Background: an optimization exercise with open tools, aiming at small area and few clock cycles. Do not read the settings as production practice.
In this exercise RTL edits were held to simulation tests only and were not proved equivalent to the original.

== run a ==
==> flow/design.v (excerpt) <==
module gree_ir_codec (
    input  wire        clk,
    input  wire        rst,           
    input  wire        cmd_valid,
    output wire        cmd_ready,
    input  wire [31:0] cmd_word,
    input  wire [63:0] cmd_din,
    output wire        rsp_valid,
    output wire        rsp_illegal,
    output wire [63:0] rsp_val,
    output wire        tx_valid,
    input  wire        tx_ready,
    output wire        tx_mark,
    output wire [31:0] tx_dur,
    output wire [7:0]  rx_addr,
    input  wire [31:0] rx_data,
    input  wire [15:0] rx_len
);
    localparam [31:0] T_HDR_MARK   = 32'd9000;
    localparam [31:0] T_HDR_SPACE  = 32'd4500;
    localparam [31:0] T_BIT_MARK   = 32'd620;
    localparam [31:0] T_ONE_SPACE  = 32'd1600;
    localparam [31:0] T_ZERO_SPACE = 32'd540;
    localparam [31:0] T_GAP        = 32'd19000;
    localparam [31:0] T_MSG        = 32'd19000;
    localparam [63:0] RESET_IMAGE  = 64'h5000200050200900;
    localparam [31:0] HM_LO = ((T_HDR_MARK + 50) * 75) / 100;
    localparam [31:0] HM_HI = ((T_HDR_MARK + 50) * 125 + 99) / 100;
    localparam [31:0] BM_LO = ((T_BIT_MARK + 50) * 75) / 100;
    localparam [31:0] BM_HI = ((T_BIT_MARK + 50) * 125 + 99) / 100;
    localparam [31:0] HS_LO = ((T_HDR_SPACE - 50) * 75) / 100;
    localparam [31:0] HS_HI = ((T_HDR_SPACE - 50) * 125 + 99) / 100;
    localparam [31:0] OS_LO = ((T_ONE_SPACE - 50) * 75) / 100;
    localparam [31:0] OS_HI = ((T_ONE_SPACE - 50) * 125 + 99) / 100;
    localparam [31:0] ZS_LO = ((T_ZERO_SPACE - 50) * 75) / 100;
    localparam [31:0] ZS_HI = ((T_ZERO_SPACE - 50) * 125 + 99) / 100;
    localparam [31:0] MSG_LO = (T_MSG * 75) / 100;
    localparam [7:0] OP_NOP        = 8'h00;
    localparam [7:0] OP_RESET      = 8'h01;
    localparam [7:0] OP_SET_RAW    = 8'h02;
    localparam [7:0] OP_GET_RAW    = 8'h03;
    localparam [7:0] OP_FIXUP      = 8'h04;
  ...
Size in the first run: about 1,100 cells after synthesis, ~160 flip-flops, about 0.0098 mm^2 of cells after synthesis.
export LEC_CHECK = 0
export CAP_MARGIN = 20
export CORE_MARGIN = 2
export CORE_UTILIZATION = 58
export SLEW_MARGIN = 20
create_clock -name core_clock -period 6.0 [get_ports {clk}]
standard.sh (not shown) runs the stock make flow with config.mk's settings and CLKGATE_MAP_FILE= SYNTH_SCRIPT=/design/flow/synth_recipe.tcl, a recipe that flattens the netlist after the stock synthesis.
==> flow/flow/run.sh <==
#!/bin/bash
# Layout flow: the standard ORFS flow with three changes.
#  1. Synthesis maps the logic with an area-oriented ABC script (flow/abc_map.script)
#     in place of ORFS's delay-oriented one; everything else in synthesis is the
#     standard script, so the registers are the standard synthesis's.
#  2. Port buffers are sky130_fd_sc_hd__buf_1 cells.
#  3. CTS uses small clock buffers and no dummy loads.
# Each step's output goes to its own log file in this folder.
set -euo pipefail
W=$(pwd)
rm -rf "$W/scripts_area"
cp -r "$FLOW_HOME/scripts" "$W/scripts_area"
cp "$W/flow/abc_map.script" "$W/scripts_area/abc_speed.script"

bash "$W/standard.sh" "SCRIPTS_DIR=$W/scripts_area" synth > "$W/log_1_synth.txt" 2>&1
bash "$W/standard.sh" \
  "BUFFER_PORTS_ARGS=-buffer_cell sky130_fd_sc_hd__buf_1" \
  "CTS_ARGS=-sink_clustering_enable -repair_clock_nets -dont_use_dummy_load -buf_list sky130_fd_sc_hd__clkbuf_8" \
  finish > "$W/log_2_layout.txt" 2>&1
==> flow/flow/abc_map.script <==
&get -n
&st
&dch
&nf -R 1000
&put
mfs2
strash
&get -n
&dch
&nf -R 1000
&put
mfs2
strash
&get -n
&dch
&nf -R 1000
&put
mfs2
strash
&get -n
&dch
&nf -R 1000
&put
mfs2
strash
&get -n
&dch
&nf -R 1000
&put
topo
stime -c
Testbench counts of run a, summed over its fixed seeds: cycles 482,311.
Here is what was changed in the inputs of run b compared with run a.
- CORE_UTILIZATION changed from 58 to 50
### Flow results
As far as area after synthesis goes, run b and run a are indistinguishable; the numbers are identical. Of run a and run b, run b shows the higher required arrival time at the worst endpoint, with run a below it. Summary of run b over run a: worst endpoint data arrival time rose 0.13 ns; horizontal die dimension rose 10 um.

[port drivers added, routing unchanged]
In the flow no input, the clock included, has a driving cell. The finished layouts below were timed again as built, in two steps. Step 1, drivers: a clkbuf_16 drives clk and a buf_2 each remaining input, both assumed. Step 2 moves the port delays by t, midway between the first and last clock arrival at a register: inputs arrive t later, outputs are due t later. That takes back most of the time a late clock gives input paths. Three values: ideal ports, drivers, drivers and shift; two values: the first two.
run | t, ns | setup WS [ns] | hold slack, ns | clock arrival spread, ns | worst register clock-pin slew, ns
run a | 0.486 | 0.459 / 0.476 / -0.009 | 0.427 / 0.427 / 0.427 | 0.042 / 0.043 | 0.10 / 0.10
run b | 0.494 | 0.414 / 0.434 / -0.060 | 0.436 / 0.436 / 0.436 | 0.044 / 0.044 | 0.11 / 0.11
With both steps, setup timing fails in run a and run b, where it was met with ideal ports. The setup slack of run b, which loses most, moves by +0.020 ns with the drivers and by -0.474 ns with both steps.
